From an optimization exercise on the open Yosys and OpenROAD flow, aimed at small area, a short achievable clock period and few clock cycles per item; shortcuts taken in it are not production practice.
RTL that was checked went through simulation tests only; none was proved equivalent to the original.
No activity file was given, so power comes from the tool's default toggle rates.

// agon_crypto
module agon_crypto (
    input  wire       clk,
    input  wire       rst,               
    input  wire       req,               
    input  wire       we,                
    input  wire       peek,              
    input  wire [7:0] addr,              
    input  wire [7:0] wdata,             
    input  wire       op_allowed,        
    input  wire       write_protected,   
    output wire       busy,              
    output reg  [7:0] rdata              
);
    localparam [5:0] LAST_IDX  = 6'h03;
    localparam [5:0] BLOCK_IDX = 6'h04;
    localparam [5:0] STATE_IDX = 6'h18;
    function [31:0] rotr;
        input [31:0] x;
        input integer k;
        begin
            rotr = (x >> k) | (x << (32 - k));
        end
    endfunction
    function [31:0] big_s0;
        input [31:0] x;
        begin
            big_s0 = rotr(x, 2) ^ rotr(x, 13) ^ rotr(x, 22);
        end
    endfunction
    function [31:0] big_s1;
        input [31:0] x;
        begin
            big_s1 = rotr(x, 6) ^ rotr(x, 11) ^ rotr(x, 25);
        end
    endfunction
    function [31:0] small_s0;
        input [31:0] x;
        begin
            small_s0 = rotr(x, 7) ^ rotr(x, 18) ^ (x >> 3);
        end
    endfunction
    function [31:0] small_s1;
        input [31:0] x;
        begin
            small_s1 = rotr(x, 17) ^ rotr(x, 19) ^ (x >> 10);
        end
    endfunction
    function [31:0] iv;
        input [2:0] j;
        begin
            case (j)
                3'd0: iv = 32'h6a09e667; 3'd1: iv = 32'hbb67ae85;
                3'd2: iv = 32'h3c6ef372; 3'd3: iv = 32'ha54ff53a;
                3'd4: iv = 32'h510e527f; 3'd5: iv = 32'h9b05688c;
                3'd6: iv = 32'h1f83d9ab; default: iv = 32'h5be0cd19;
            endcase
        end
    endfunction
    localparam [2047:0] K_TABLE = {
        32'hc67178f2, 32'hbef9a3f7, 32'ha4506ceb, 32'h90befffa,
        32'h8cc70208, 32'h84c87814, 32'h78a5636f, 32'h748f82ee,
        32'h682e6ff3, 32'h5b9cca4f, 32'h4ed8aa4a, 32'h391c0cb3,
        32'h34b0bcb5, 32'h2748774c, 32'h1e376c08, 32'h19a4c116,
        32'h106aa070, 32'hf40e3585, 32'hd6990624, 32'hd192e819,
        32'hc76c51a3, 32'hc24b8b70, 32'ha81a664b, 32'ha2bfe8a1,
        32'h92722c85, 32'h81c2c92e, 32'h766a0abb, 32'h650a7354,
        32'h53380d13, 32'h4d2c6dfc, 32'h2e1b2138, 32'h27b70a85,
        32'h14292967, 32'h06ca6351, 32'hd5a79147, 32'hc6e00bf3,
  ...
export LEC_CHECK = 0
export ABC_CLOCK_PERIOD_IN_PS = 4000
export CAP_MARGIN = 20
export CORE_MARGIN = 2
export CORE_UTILIZATION = 40
export CTS_BUF_LIST = sky130_fd_sc_hd__clkbuf_8
export CTS_CLUSTER_DIAMETER = 50
export CTS_CLUSTER_SIZE = 18
export PLACE_DENSITY = 0.6
export SETUP_SLACK_MARGIN = 5
export SLEW_MARGIN = 20
create_clock -name core_clock -period 10.0 [get_ports {clk}]
standard.sh (not shown) runs the stock make flow with config.mk's settings and CLKGATE_MAP_FILE= SYNTH_SCRIPT=/design/flow/synth_recipe.tcl, a recipe that flattens the netlist after the stock synthesis.
==> flow/flow/run.sh <==
#!/bin/bash
# The standard layout (the standard.sh: standard synthesis, ORFS
# floorplan to finish at the design's clock and constraints), with two
# repair/CTS settings changed:
#  - clock tree synthesis inserts no dummy load cells (and uses the buffer
#    list and sink clustering from config.mk).
# Each tool's output goes to ORFS's own logs; make's output to standard.log.
set -euo pipefail
bash standard.sh SETUP_SLACK_MARGIN=5.6 \
  "CTS_ARGS=-sink_clustering_enable -repair_clock_nets -dont_use_dummy_load -buf_list sky130_fd_sc_hd__clkbuf_8 -sink_clustering_size 18 -sink_clustering_max_diameter 50" \
  finish > standard.log 2>&1
The first run finished clean.
Testbench counts at the start, summed over its fixed seeds: cycles 14,722, blocks 129.
Edit:
--- a/flow/flow/run.sh
+++ b/flow/flow/run.sh
@@ -9 +9 @@
-bash standard.sh SETUP_SLACK_MARGIN=5.6 \
+bash standard.sh SETUP_SLACK_MARGIN=5.9 \
Total power stays flat.
Cell count goes up by 1.9%.
Setup slack gets better by 0.0097 ns.
Maximum frequency hardly moves.
Sequential power barely changes.
Final area rises by 4.9%.
Synthesized area stays the same.
Wire length grows by 3.0%.
Edit:
--- a/flow/flow/run.sh
+++ b/flow/flow/run.sh
@@ -3,2 +3,2 @@
-# floorplan to finish at the design's clock and constraints), with two
-# repair/CTS settings changed:
+# floorplan to finish at the design's clock and constraints), with these
+# settings changed:
@@ -6 +6,2 @@
-#    list and sink clustering from config.mk).
+#    list and sink clustering from config.mk),
+#  - pin placement keeps the we input next to the busy output (flow/io.tcl).
@@ -9 +10 @@
-bash standard.sh SETUP_SLACK_MARGIN=5.9 \
+bash standard.sh SETUP_SLACK_MARGIN=5.6 \
@@ -10,0 +12 @@
+  "IO_CONSTRAINTS=$PWD/flow/io.tcl" \
==> flow/flow/io.tcl (new file) <==
# Pin placement constraint: keep the we input next to the busy output, whose
# path from we is the shortest input-to-output path.
set_io_pin_constraint -group -order -pin_names {we busy}
=>
- die area stays the same
- register-to-register slack improves by 0.06 ns
- global-route usage drops by 0.80 points
- wire length decreases by 4.8%
- total power is about the same
- cell area drops by about 5.5%
- utilization is lower by 2.6 points
- cell count shrinks by about 2.2%
- clock-buffer cell count went up by 5
- synthesized area stays the same
- non-clock buffer count is lower by 199

========
agon_crypto, a different RTL version from the one above (not shown whole).
For scale: ~6,500 cells after synthesis, about 1,600 flip-flops, about 32 I/O pins, about 73,000 um^2 of cells after synthesis.
clock: 10.0 ns
lec_check: 0
abc_clock_period_in_ps: 4000
cap_margin: 20
core_margin: 2
core_utilization: 40
cts_buf_list: sky130_fd_sc_hd__clkbuf_8
cts_cluster_diameter: 40
cts_cluster_size: 12
place_density: 0.6
setup_slack_margin: 5
slew_margin: 20
==> flow/flow/run.sh <==
#!/bin/bash
# The standard layout (the standard.sh: standard synthesis, ORFS
# floorplan to finish at the design's clock and constraints), with two
# repair/CTS settings changed:
#  - clock tree synthesis inserts no dummy load cells (and uses the buffer
#    list and sink clustering from config.mk).
# Each tool's output goes to ORFS's own logs; make's output to standard.log.
set -euo pipefail
bash standard.sh SETUP_SLACK_MARGIN=5.6 \
  "CTS_ARGS=-sink_clustering_enable -repair_clock_nets -dont_use_dummy_load -buf_list sky130_fd_sc_hd__clkbuf_8 -sink_clustering_size 12 -sink_clustering_max_diameter 40" \
  finish > standard.log 2>&1
Testbench counts at the start, summed over its fixed seeds: cycles 14,722, blocks 129.
==> next run, changes <==
--- a/flow/flow/run.sh
+++ b/flow/flow/run.sh
@@ -8,4 +8,4 @@
 set -euo pipefail
 bash standard.sh SETUP_SLACK_MARGIN=5.6 \
-  "CTS_ARGS=-sink_clustering_enable -repair_clock_nets -dont_use_dummy_load -buf_list sky130_fd_sc_hd__clkbuf_8 -sink_clustering_size 12 -sink_clustering_max_diameter 40" \
+  "CTS_ARGS=-sink_clustering_enable -repair_clock_nets -dont_use_dummy_load -buf_list sky130_fd_sc_hd__clkbuf_4 -sink_clustering_size 8 -sink_clustering_max_diameter 30" \
   finish > standard.log 2>&1
Settings changed: CTS_BUF_LIST sky130_fd_sc_hd__clkbuf_8 to sky130_fd_sc_hd__clkbuf_4, CTS_CLUSTER_DIAMETER 40 to 30, CTS_CLUSTER_SIZE 12 to 8.
With this change the flow did not get past detailed routing on DRT-0206.
Global-route usage barely changes.
Synthesized area does not change.
Synthesized cell count does not change.

========
Setup of build 92:
agon_crypto, a different RTL version from the one above (not shown whole).
For scale: ~6800 cells after synthesis, about 1700 flip-flops, roughly 32 I/O pins, about 0.074 mm^2 of cells after synthesis.
clock: 10.0 ns
lec_check: 0
abc_clock_period_in_ps: 4000
cap_margin: 20
core_margin: 2
core_utilization: 40
cts_buf_list: sky130_fd_sc_hd__clkbuf_16
cts_cluster_diameter: 60
cts_cluster_size: 30
place_density: 0.6
setup_slack_margin: 5
slew_margin: 20
==> flow/flow/run.sh <==
#!/bin/bash
# The standard layout (the standard.sh: standard synthesis, ORFS
# floorplan to finish at the design's clock and constraints), with these
# settings changed:
#  - clock tree synthesis inserts no dummy load cells (and uses the buffer
#    list and sink clustering from config.mk),
#  - pin placement keeps the we input next to the busy output (flow/io.tcl).
# Each tool's output goes to ORFS's own logs; make's output to standard.log.
set -euo pipefail
bash standard.sh SETUP_SLACK_MARGIN=5.6 \
  "CTS_ARGS=-sink_clustering_enable -repair_clock_nets -dont_use_dummy_load -buf_list sky130_fd_sc_hd__clkbuf_16 -sink_clustering_size 30 -sink_clustering_max_diameter 60" \
  "IO_CONSTRAINTS=$PWD/flow/io.tcl" \
  finish > standard.log 2>&1
==> flow/flow/io.tcl <==
# Pin placement constraint: keep the we input next to the busy output, whose
# path from we is the shortest input-to-output path.
set_io_pin_constraint -group -order -pin_names {we busy}
Input changes introduced in build 24 (baseline for comparison: build 92):
- CTS_CLUSTER_DIAMETER changed from 60 to 50
- CTS_BUF_LIST changed from sky130_fd_sc_hd__clkbuf_16 to sky130_fd_sc_hd__clkbuf_8
- CAP_MARGIN changed from 20 to 30
- CTS_CLUSTER_SIZE changed from 30 to 18
--- a/flow/flow/run.sh
+++ b/flow/flow/run.sh
@@ -11 +11 @@
-  "CTS_ARGS=-sink_clustering_enable -repair_clock_nets -dont_use_dummy_load -buf_list sky130_fd_sc_hd__clkbuf_16 -sink_clustering_size 30 -sink_clustering_max_diameter 60" \
+  "CTS_ARGS=-sink_clustering_enable -repair_clock_nets -dont_use_dummy_load -buf_list sky130_fd_sc_hd__clkbuf_8 -sink_clustering_size 18 -sink_clustering_max_diameter 50" \
Results
Synthesis-to-layout area growth: build 24 vs build 92 down 1.3 points
On total of hold buffers inserted after clock tree synthesis, build 24 and build 92 are neck and neck.
Build 24 ended with every stage complete and zero timing, DRC or antenna violations.
Between build 92 and build 24, the all-layer global routing usage figures differ only marginally.
Build 24 against build 92: per-cell via count in the routed design saw a decrease, final critical-path required period saw a decrease.
--- input diff build 24..build 17 ---
- swapping 30 for 20 in CAP_MARGIN
--- a/flow/flow/run.sh
+++ b/flow/flow/run.sh
@@ -10 +10 @@
-bash standard.sh SETUP_SLACK_MARGIN=5.6 \
+bash standard.sh SETUP_SLACK_MARGIN=5.45 \
For the worst setup slack, build 17 came in 160 ps lower than build 24 did. Build 24 → build 17: part of the power in the clock network went down by 0.3 points; sequential share of layout area went up by 0.48 points; power after layout went down by 0.42%. Result: PASS for each of build 24 and build 17.
No run of this note included a check of the RTL's function; only the layout flow was run.

========
Another version of the RTL of agon_crypto (not shown whole).
Size in the first run: roughly 6800 cells after synthesis, about 1600 flip-flops, about 32 I/O pins, ~74000 um2 of cells after synthesis.
// agon_crypto
module agon_crypto (
    input  wire       clk,
    input  wire       rst,               
    input  wire       req,               
    input  wire       we,                
    input  wire       peek,              
    input  wire [7:0] addr,              
    input  wire [7:0] wdata,             
    input  wire       op_allowed,        
    input  wire       write_protected,   
    output wire       busy,              
    output reg  [7:0] rdata              
);
    localparam [5:0] LAST_IDX  = 6'h03;
    localparam [5:0] BLOCK_IDX = 6'h04;
    localparam [5:0] STATE_IDX = 6'h18;
    function [31:0] rotr;
        input [31:0] x;
        input integer k;
        begin
            rotr = (x >> k) | (x << (32 - k));
        end
    endfunction
    function [31:0] big_s0;
        input [31:0] x;
        begin
            big_s0 = rotr(x, 2) ^ rotr(x, 13) ^ rotr(x, 22);
        end
    endfunction
    function [31:0] big_s1;
        input [31:0] x;
        begin
            big_s1 = rotr(x, 6) ^ rotr(x, 11) ^ rotr(x, 25);
        end
    endfunction
    function [31:0] small_s0;
        input [31:0] x;
        begin
            small_s0 = rotr(x, 7) ^ rotr(x, 18) ^ (x >> 3);
        end
    endfunction
    function [31:0] small_s1;
        input [31:0] x;
        begin
            small_s1 = rotr(x, 17) ^ rotr(x, 19) ^ (x >> 10);
        end
    endfunction
    function [31:0] iv;
        input [2:0] j;
        begin
            case (j)
                3'd0: iv = 32'h6a09e667; 3'd1: iv = 32'hbb67ae85;
                3'd2: iv = 32'h3c6ef372; 3'd3: iv = 32'ha54ff53a;
                3'd4: iv = 32'h510e527f; 3'd5: iv = 32'h9b05688c;
                3'd6: iv = 32'h1f83d9ab; default: iv = 32'h5be0cd19;
            endcase
        end
    endfunction
    localparam [2047:0] K_TABLE = {
        32'hc67178f2, 32'hbef9a3f7, 32'ha4506ceb, 32'h90befffa,
        32'h8cc70208, 32'h84c87814, 32'h78a5636f, 32'h748f82ee,
        32'h682e6ff3, 32'h5b9cca4f, 32'h4ed8aa4a, 32'h391c0cb3,
        32'h34b0bcb5, 32'h2748774c, 32'h1e376c08, 32'h19a4c116,
  ...
==> flow/config.mk <==
export PLATFORM = sky130hd
export DESIGN_NAME = agon_crypto
export DESIGN_NICKNAME = agon_crypto
export VERILOG_FILES = /design/flow/design.v
export SDC_FILE = /design/flow/constraint.sdc
export NUM_CORES = 4
export LEC_CHECK = 0
export ABC_CLOCK_PERIOD_IN_PS = 4000
export CAP_MARGIN = 20
export CORE_MARGIN = 2
export CORE_UTILIZATION = 40
export CTS_BUF_LIST = sky130_fd_sc_hd__clkbuf_8
export CTS_CLUSTER_DIAMETER = 50
export CTS_CLUSTER_SIZE = 18
export PLACE_DENSITY = 0.6
export SETUP_SLACK_MARGIN = 5
export SLEW_MARGIN = 20
==> flow/constraint.sdc <==
create_clock -name core_clock -period 10.0 [get_ports {clk}]
set_input_delay 2.0000 -clock core_clock [delete_from_list [all_inputs] [get_ports {clk}]]
set_output_delay 2.0000 -clock core_clock [all_outputs]
set_load 0.01 [all_outputs]
==> flow/flow/run.sh <==
#!/bin/bash
# The standard layout (the standard.sh: standard synthesis, ORFS
# floorplan to finish at the design's clock and constraints), with these
# settings changed:
#  - clock tree synthesis inserts no dummy load cells (and uses the buffer
#    list and sink clustering from config.mk),
#  - pin placement keeps the we input next to the busy output (flow/io.tcl).
# Each tool's output goes to ORFS's own logs; make's output to standard.log.
set -euo pipefail
bash standard.sh SETUP_SLACK_MARGIN=5.6 \
  "CTS_ARGS=-sink_clustering_enable -repair_clock_nets -dont_use_dummy_load -buf_list sky130_fd_sc_hd__clkbuf_8 -sink_clustering_size 18 -sink_clustering_max_diameter 50" \
  "IO_CONSTRAINTS=$PWD/flow/io.tcl" \
  finish > standard.log 2>&1
Scripts as last shown in full above: flow/flow/io.tcl
Change:
--- a/flow/config.mk
+++ b/flow/config.mk
@@ -8,3 +8,3 @@
 export ABC_CLOCK_PERIOD_IN_PS = 4000
-export CAP_MARGIN = 20
+export CAP_MARGIN = 0
 export CORE_MARGIN = 2
@@ -16,2 +16,2 @@
 export SETUP_SLACK_MARGIN = 5
-export SLEW_MARGIN = 20
+export SLEW_MARGIN = 0
Effect: Worst setup slack gains 68 ps; power hardly moves; cell count is about the same; non-clock buffer count went down by 16; hold slack loses 11 ps; via count hardly moves.
No run of this note included a check of the RTL's function; only the layout flow was run.

========
The RTL this note starts from:
==> flow/design.v <==
module agon_crypto (
    input  wire       clk,
    input  wire       rst,               
    input  wire       req,               
    input  wire       we,                
    input  wire       peek,              
    input  wire [7:0] addr,              
    input  wire [7:0] wdata,             
    input  wire       op_allowed,        
    input  wire       write_protected,   
    output wire       busy,              
    output reg  [7:0] rdata              
);
    localparam [5:0] LAST_IDX  = 6'h03;
    localparam [5:0] BLOCK_IDX = 6'h04;
    localparam [5:0] STATE_IDX = 6'h18;
    function [31:0] rotr;
        input [31:0] x;
        input integer k;
        begin
            rotr = (x >> k) | (x << (32 - k));
        end
    endfunction
    function [31:0] big_s0;
        input [31:0] x;
        begin
            big_s0 = rotr(x, 2) ^ rotr(x, 13) ^ rotr(x, 22);
        end
    endfunction
    function [31:0] big_s1;
        input [31:0] x;
        begin
            big_s1 = rotr(x, 6) ^ rotr(x, 11) ^ rotr(x, 25);
        end
    endfunction
    function [31:0] small_s0;
        input [31:0] x;
        begin
            small_s0 = rotr(x, 7) ^ rotr(x, 18) ^ (x >> 3);
        end
    endfunction
    function [31:0] small_s1;
        input [31:0] x;
        begin
            small_s1 = rotr(x, 17) ^ rotr(x, 19) ^ (x >> 10);
        end
    endfunction
    function [31:0] iv;
        input [2:0] j;
        begin
            case (j)
                3'd0: iv = 32'h6a09e667; 3'd1: iv = 32'hbb67ae85;
                3'd2: iv = 32'h3c6ef372; 3'd3: iv = 32'ha54ff53a;
                3'd4: iv = 32'h510e527f; 3'd5: iv = 32'h9b05688c;
                3'd6: iv = 32'h1f83d9ab; default: iv = 32'h5be0cd19;
            endcase
        end
    endfunction
    localparam [2047:0] K_TABLE = {
        32'hc67178f2, 32'hbef9a3f7, 32'ha4506ceb, 32'h90befffa,
        32'h8cc70208, 32'h84c87814, 32'h78a5636f, 32'h748f82ee,
        32'h682e6ff3, 32'h5b9cca4f, 32'h4ed8aa4a, 32'h391c0cb3,
        32'h34b0bcb5, 32'h2748774c, 32'h1e376c08, 32'h19a4c116,
        32'h106aa070, 32'hf40e3585, 32'hd6990624, 32'hd192e819,
        32'hc76c51a3, 32'hc24b8b70, 32'ha81a664b, 32'ha2bfe8a1,
        32'h92722c85, 32'h81c2c92e, 32'h766a0abb, 32'h650a7354,
        32'h53380d13, 32'h4d2c6dfc, 32'h2e1b2138, 32'h27b70a85,
        32'h14292967, 32'h06ca6351, 32'hd5a79147, 32'hc6e00bf3,
        32'hbf597fc7, 32'hb00327c8, 32'ha831c66d, 32'h983e5152,
        32'h76f988da, 32'h5cb0a9dc, 32'h4a7484aa, 32'h2de92c6f,
        32'h240ca1cc, 32'h0fc19dc6, 32'hefbe4786, 32'he49b69c1,
        32'hc19bf174, 32'h9bdc06a7, 32'h80deb1fe, 32'h72be5d74,
        32'h550c7dc3, 32'h243185be, 32'h12835b01, 32'hd807aa98,
        32'hab1c5ed5, 32'h923f82a4, 32'h59f111f1, 32'h3956c25b,
        32'he9b5dba5, 32'hb5c0fbcf, 32'h71374491, 32'h428a2f98
    };
    localparam [2047:0] K_NEXT2 = {K_TABLE[63:0], K_TABLE[2047:64]};
    reg [31:0] H [0:7];      
    reg [31:0] B [0:15];     
    reg [5:0]  last;         
    reg        pend;         
    reg        p_zero, p_init, p_comp;
    reg        running;      
    reg [6:0]  t;            
    reg [31:0] va, vb, vc, vd, ve, vf, vg;
    reg [31:0] W [0:15];     
    reg [31:0] us, uc;       
    reg [31:0] kreg;         
    wire go     = ~running & p_comp & ~p_init & ~p_zero;
    wire start  = pend & go;
    reg         pw_v;
    reg  [3:0]  pw_word;
    reg  [1:0]  pw_lane;
    reg  [7:0]  pw_dat;
    wire rd_hold = pend | running | pw_v;
    wire wr_hold = pend & ~go;
    wire        stream = running & (t <= 7'd13);     
    wire        stuck  = pw_v & stream & ({3'b000, pw_word} > t + 7'd2);
    reg         rb, wb;
    assign busy = we ? wb : rb;
    wire       accept   = req & ~busy;
    wire [5:0] idx      = addr[7:2];
    wire [1:0] lane     = addr[1:0];
    wire       wr_acc   = accept & we;
    wire       wr_do    = wr_acc & (peek | ~write_protected);
    wire [5:0] rd_idx   = (~peek & ~op_allowed) ? last : idx;
    wire       ctrl_wr  = wr_do & (addr == 8'h00);
    wire       op_zero  = wdata[4];
    wire       op_init  = ~wdata[4] & ((wdata & 8'h0e) == 8'h0a);
    wire       op_comp  = ~wdata[4] & ((wdata & 8'h0a) == 8'h0a);
    wire       ctrl_now = ctrl_wr & ~running & ~pend;
    wire       ctrl_q   = ctrl_wr & (running | pend);
    wire       exec_q   = pend & ~running;
    wire       blk_wr   = wr_do & (idx >= BLOCK_IDX) & (idx < BLOCK_IDX + 6'd16);
    wire [3:0] blk_word = idx[3:0] - BLOCK_IDX[3:0];
    reg [15:0] s_strm;       
    reg [15:0] bsel;         
    reg [7:0]  hsel;         
    reg [31:0] rd_word;
    reg [31:0] r_word;
    reg [3:0]  r_lsel;       
    integer    q;
    always @(*) begin
        for (q = 0; q < 16; q = q + 1)
            bsel[q] = stream ? s_strm[q] : (rd_idx == BLOCK_IDX + q);
        for (q = 0; q < 8; q = q + 1)
            hsel[q] = ~stream & ((rd_idx == STATE_IDX + q) | ((q == 7) && (rd_idx == LAST_IDX)));
        rd_word = 32'h0;
        for (q = 0; q < 16; q = q + 1)
            rd_word = rd_word | (B[q] & {32{bsel[q]}});
        for (q = 0; q < 8; q = q + 1)
            rd_word = rd_word | (H[q] & {32{hsel[q]}});
        rdata = (r_word[7:0]   & {8{r_lsel[0]}}) | (r_word[15:8]  & {8{r_lsel[1]}}) |
                (r_word[23:16] & {8{r_lsel[2]}}) | (r_word[31:24] & {8{r_lsel[3]}});
    end
    wire [31:0] maj    = (va & vb) ^ (va & vc) ^ (vb & vc);
    wire [31:0] a_new  = big_s0(va) + maj + us + uc;
    wire [31:0] e_new  = vd + us + uc;
    wire [31:0] e_d    = running ? e_new : H[4];
    wire [31:0] f_d    = running ? ve : H[5];
    wire [31:0] g_d    = running ? vf : H[6];
    wire [31:0] hkw_nx = (running ? vg : H[7]) + (running ? kreg : K_TABLE[31:0]) +
                         (running ? W[15] : B[0]);
    wire [31:0] u_x    = big_s1(e_d);
    wire [31:0] u_y    = (e_d & f_d) ^ (~e_d & g_d);
    wire [31:0] us_nx  = hkw_nx ^ u_x ^ u_y;
    wire [31:0] uc_nx  = {(hkw_nx[30:0] & u_x[30:0]) | (hkw_nx[30:0] & u_y[30:0]) |
                          (u_x[30:0] & u_y[30:0]), 1'b0};
    wire [31:0] wnew   = small_s1(W[14]) + W[9] + small_s0(W[1]) + W[0];
    wire [31:0] b_strm = rd_word;
    wire        fin    = running & (t >= 7'd61);
    wire [31:0] sum_a  = H[3] + va;
    wire [31:0] sum_e  = H[7] + ve;
    wire [7:0]  b_dat  = pw_dat & {8{~rst}};
    integer i, j, l;
    always @(posedge clk) begin
        if (~running)
            s_strm <= 16'h0004;
        else
            s_strm <= {s_strm[14:0], 1'b0};
        r_word <= rd_word;
        for (l = 0; l < 4; l = l + 1)
            r_lsel[l] <= (lane == l);
    end
    always @(posedge clk) begin
        pw_v    <= pw_v_n;
        pw_word <= pw_word_n;
        if (~stuck) begin
            pw_lane <= lane;
            pw_dat  <= wdata;
        end
        for (j = 0; j < 16; j = j + 1)
            for (l = 0; l < 4; l = l + 1)
                if (rst | (pw_v & ~stuck & (pw_word == j) & (pw_lane == l)))
                    B[j][8*l +: 8] <= b_dat;
    end
    always @(posedge clk) begin
        us <= us_nx;
        uc <= uc_nx;
        ve <= e_d;
        vf <= f_d;
        vg <= g_d;
        for (i = 0; i < 14; i = i + 1)
            W[i] <= W[i + 1];
        if (~running) begin
            va <= H[0]; vb <= H[1]; vc <= H[2]; vd <= H[3];
            W[14] <= B[0];
            W[15] <= B[1];
            kreg <= K_TABLE[63:32];
        end else begin
            vd <= vc;
            vc <= vb;
            vb <= va;
            va <= a_new;
            W[14] <= W[15];
            W[15] <= (t <= 7'd13) ? b_strm : wnew;
            kreg <= K_NEXT2[32*t[5:0] +: 32];
        end
        if (rst) begin
            for (i = 0; i < 8; i = i + 1)
                H[i] <= 32'h0;
            last    <= 6'h0;
        end else begin
            if (accept & ~peek & (we | op_allowed))
                last <= idx;
            if (fin) begin
                H[0] <= sum_a; H[1] <= H[0]; H[2] <= H[1]; H[3] <= H[2];
                H[4] <= sum_e; H[5] <= H[4]; H[6] <= H[5]; H[7] <= H[6];
            end else if ((ctrl_now & op_zero) | (exec_q & p_zero)) begin
                for (i = 0; i < 8; i = i + 1)
                    H[i] <= 32'h0;
            end else if ((ctrl_now & op_init) | (exec_q & p_init)) begin
                for (i = 0; i < 8; i = i + 1)
                    H[i] <= iv(i);
            end
        end
    end
    wire       pend_n   = ~rst & (ctrl_q | (ctrl_now ? op_comp : (exec_q ? p_init : pend)));
    wire       p_zero_n = ctrl_q ? op_zero : (~ctrl_now & p_zero);
    wire       p_init_n = ctrl_q ? op_init : (~ctrl_now & ~exec_q & p_init);
    wire       p_comp_n = ctrl_q ? op_comp : (ctrl_now | p_comp);
    wire       run_n    = ~rst & (start | (running & (t != 7'd64)));
    wire [6:0] t_n      = (rst | start) ? 7'd0 : (running ? t + 7'd1 : t);
    wire       pw_v_n   = ~rst & (stuck ? pw_v : blk_wr);
    wire [3:0] pw_word_n = stuck ? pw_word : blk_word;
    wire       go_n     = ~run_n & p_comp_n & ~p_init_n & ~p_zero_n;
    wire       stuck_n  = pw_v_n & run_n & (t_n <= 7'd13) & ({3'b000, pw_word_n} > t_n + 7'd2);
    always @(posedge clk) begin
        pend    <= pend_n;
        p_zero  <= p_zero_n;
        p_init  <= p_init_n;
        p_comp  <= p_comp_n;
        running <= run_n;
        t       <= t_n;
        rb      <= pend_n | run_n | pw_v_n;
        wb      <= (pend_n & ~go_n) | stuck_n;
    end
endmodule
Settings: LEC_CHECK=0, ABC_CLOCK_PERIOD_IN_PS=4000, CAP_MARGIN=20, CORE_MARGIN=2, CORE_UTILIZATION=40, PLACE_DENSITY=0.6, SETUP_SLACK_MARGIN=5, SLEW_MARGIN=20; clock period 10.0 ns.
run.sh (not shown) runs the stock make flow with config.mk's settings and CLKGATE_MAP_FILE= SYNTH_SCRIPT=/design/flow/synth_recipe.tcl, a recipe that flattens the netlist after the stock synthesis.
Stock flow here: none of the scripts above is used.
Next try:
==> flow/flow/run.sh (new file) <==
#!/bin/bash
# The standard layout (the standard.sh: standard synthesis, ORFS
# floorplan to finish at the design's clock and constraints), with two
# repair/CTS settings changed:
#  - clock tree synthesis inserts no dummy load cells (and uses the buffer
#    list and sink clustering from config.mk).
# Each tool's output goes to ORFS's own logs; make's output to standard.log.
set -euo pipefail
bash standard.sh SETUP_SLACK_MARGIN=5.6 \
  "CTS_ARGS=-sink_clustering_enable -repair_clock_nets -dont_use_dummy_load -buf_list sky130_fd_sc_hd__clkbuf_8 -sink_clustering_size 12 -sink_clustering_max_diameter 40" \
  finish > standard.log 2>&1
==> flow/standard.sh (new file) <==
#!/bin/bash
# synth_recipe.tcl (not shown) runs the flow's synth.tcl, then flattens the netlist and writes it again
# the make line also repeats each setting of config.mk as NAME=value (left out here)
make -C /OpenROAD-flow-scripts/flow DESIGN_CONFIG=/design/flow/config.mk WORK_HOME=/design/flow/orfs CLKGATE_MAP_FILE= SYNTH_SCRIPT=/design/flow/synth_recipe.tcl "${@:-finish}"
--- a/flow/config.mk
+++ b/flow/config.mk
@@ -11,0 +12,3 @@
+export CTS_BUF_LIST = sky130_fd_sc_hd__clkbuf_8
+export CTS_CLUSTER_DIAMETER = 40
+export CTS_CLUSTER_SIZE = 12
removed: flow/run.sh
Effect: The new run finished with timing, DRC and antenna clean. Power drops by 13%. Fmax climbs by 4.6%. Register-to-register slack is better by 0.22 ns. Cell area climbs by 1.3%. Non-clock buffer count climbs by 124. Clock skew climbs by 0.14 ns. Routed wire length drops by 1.1%. Synthesized area is unchanged.
Next try:
==> flow/flow/run.sh (replaced) <==
#!/bin/bash
# The standard layout (the standard.sh: standard synthesis, ORFS
# floorplan to finish at the design's clock and constraints), with two
# repair/CTS settings changed:
#  - clock tree synthesis inserts no dummy load cells.
# Each tool's output goes to ORFS's own logs; make's output to standard.log.
set -euo pipefail
bash standard.sh SETUP_SLACK_MARGIN=5.6 \
  "CTS_ARGS=-sink_clustering_enable -repair_clock_nets -dont_use_dummy_load" \
  finish > standard.log 2>&1
--- a/flow/config.mk
+++ b/flow/config.mk
@@ -12,3 +11,0 @@
-export CTS_BUF_LIST = sky130_fd_sc_hd__clkbuf_8
-export CTS_CLUSTER_DIAMETER = 40
-export CTS_CLUSTER_SIZE = 12
Effect:
- cell area climbs by 1.4%
- count of clock-buffer cells in the layout drops by 53
- final cell count drops by about 0.5%
No run of this note included a check of the RTL's function; only the layout flow was run.

-- what the ideal ports hide --
In the flow no input, the clock included, has a driving cell. The finished layouts below were timed again as built, in two steps. Step 1 (the two cells are an assumption about what drives the block):
set clk [get_ports {clk}]
set_driving_cell -lib_cell sky130_fd_sc_hd__clkbuf_16 $clk
set_driving_cell -lib_cell sky130_fd_sc_hd__buf_2 [delete_from_list [all_inputs] $clk]
Step 2 also shifts input and output timing later by t, the mid clock arrival at the registers, as if the neighbouring blocks saw the same clock. Slacks: ideal ports / drivers / drivers and shift; pairs: ideal ports / drivers.
run	shift t [ns]	setup WS [ns]	worst setup path after step 2	clock arrival spread, ns	worst data-port slew with drivers (ns)
the first run of note 1	1.001	5.465 / 5.425 / 4.563	input to register	0.163 / 0.162	0.10
the second run of note 1	1.014	5.475 / 5.432 / 4.655	input to register	0.131 / 0.131	0.13
the third run of note 1	1.003	5.471 / 5.421 / 4.580	input to register	0.115 / 0.114	0.13
the first run of note 2	1.002	5.313 / 5.313 / 4.533	input to register	0.117 / 0.117	0.06
build 92	0.846	5.555 / 5.462 / 4.768	input to register	0.154 / 0.154	0.06
build 24	1.013	5.584 / 5.531 / 4.646	input to register	0.152 / 0.152	0.05
build 17	1.008	5.420 / 5.323 / 4.567	input to register	0.118 / 0.118	0.05
the first run of note 4	1.020	5.380 / 5.380 / 4.451	input to register	0.170 / 0.169	0.17
the second run of note 4	1.024	5.448 / 5.439 / 4.477	input to register	0.170 / 0.170	0.17
the first run of note 5	0.921	4.970 / 4.970 / 4.130	input to register	0.061 / 0.061	0.05
the second run of note 5	1.029	5.189 / 5.189 / 4.691	input to register	0.212 / 0.212	0.06
the third run of note 5	0.879	5.286 / 5.286 / 4.884	input to register	0.114 / 0.115	0.06
After both steps setup and hold are still met in every run listed. The setup slack of the second run of note 4, which loses most, moves by -0.009 ns with the drivers and by -0.971 ns with both steps.
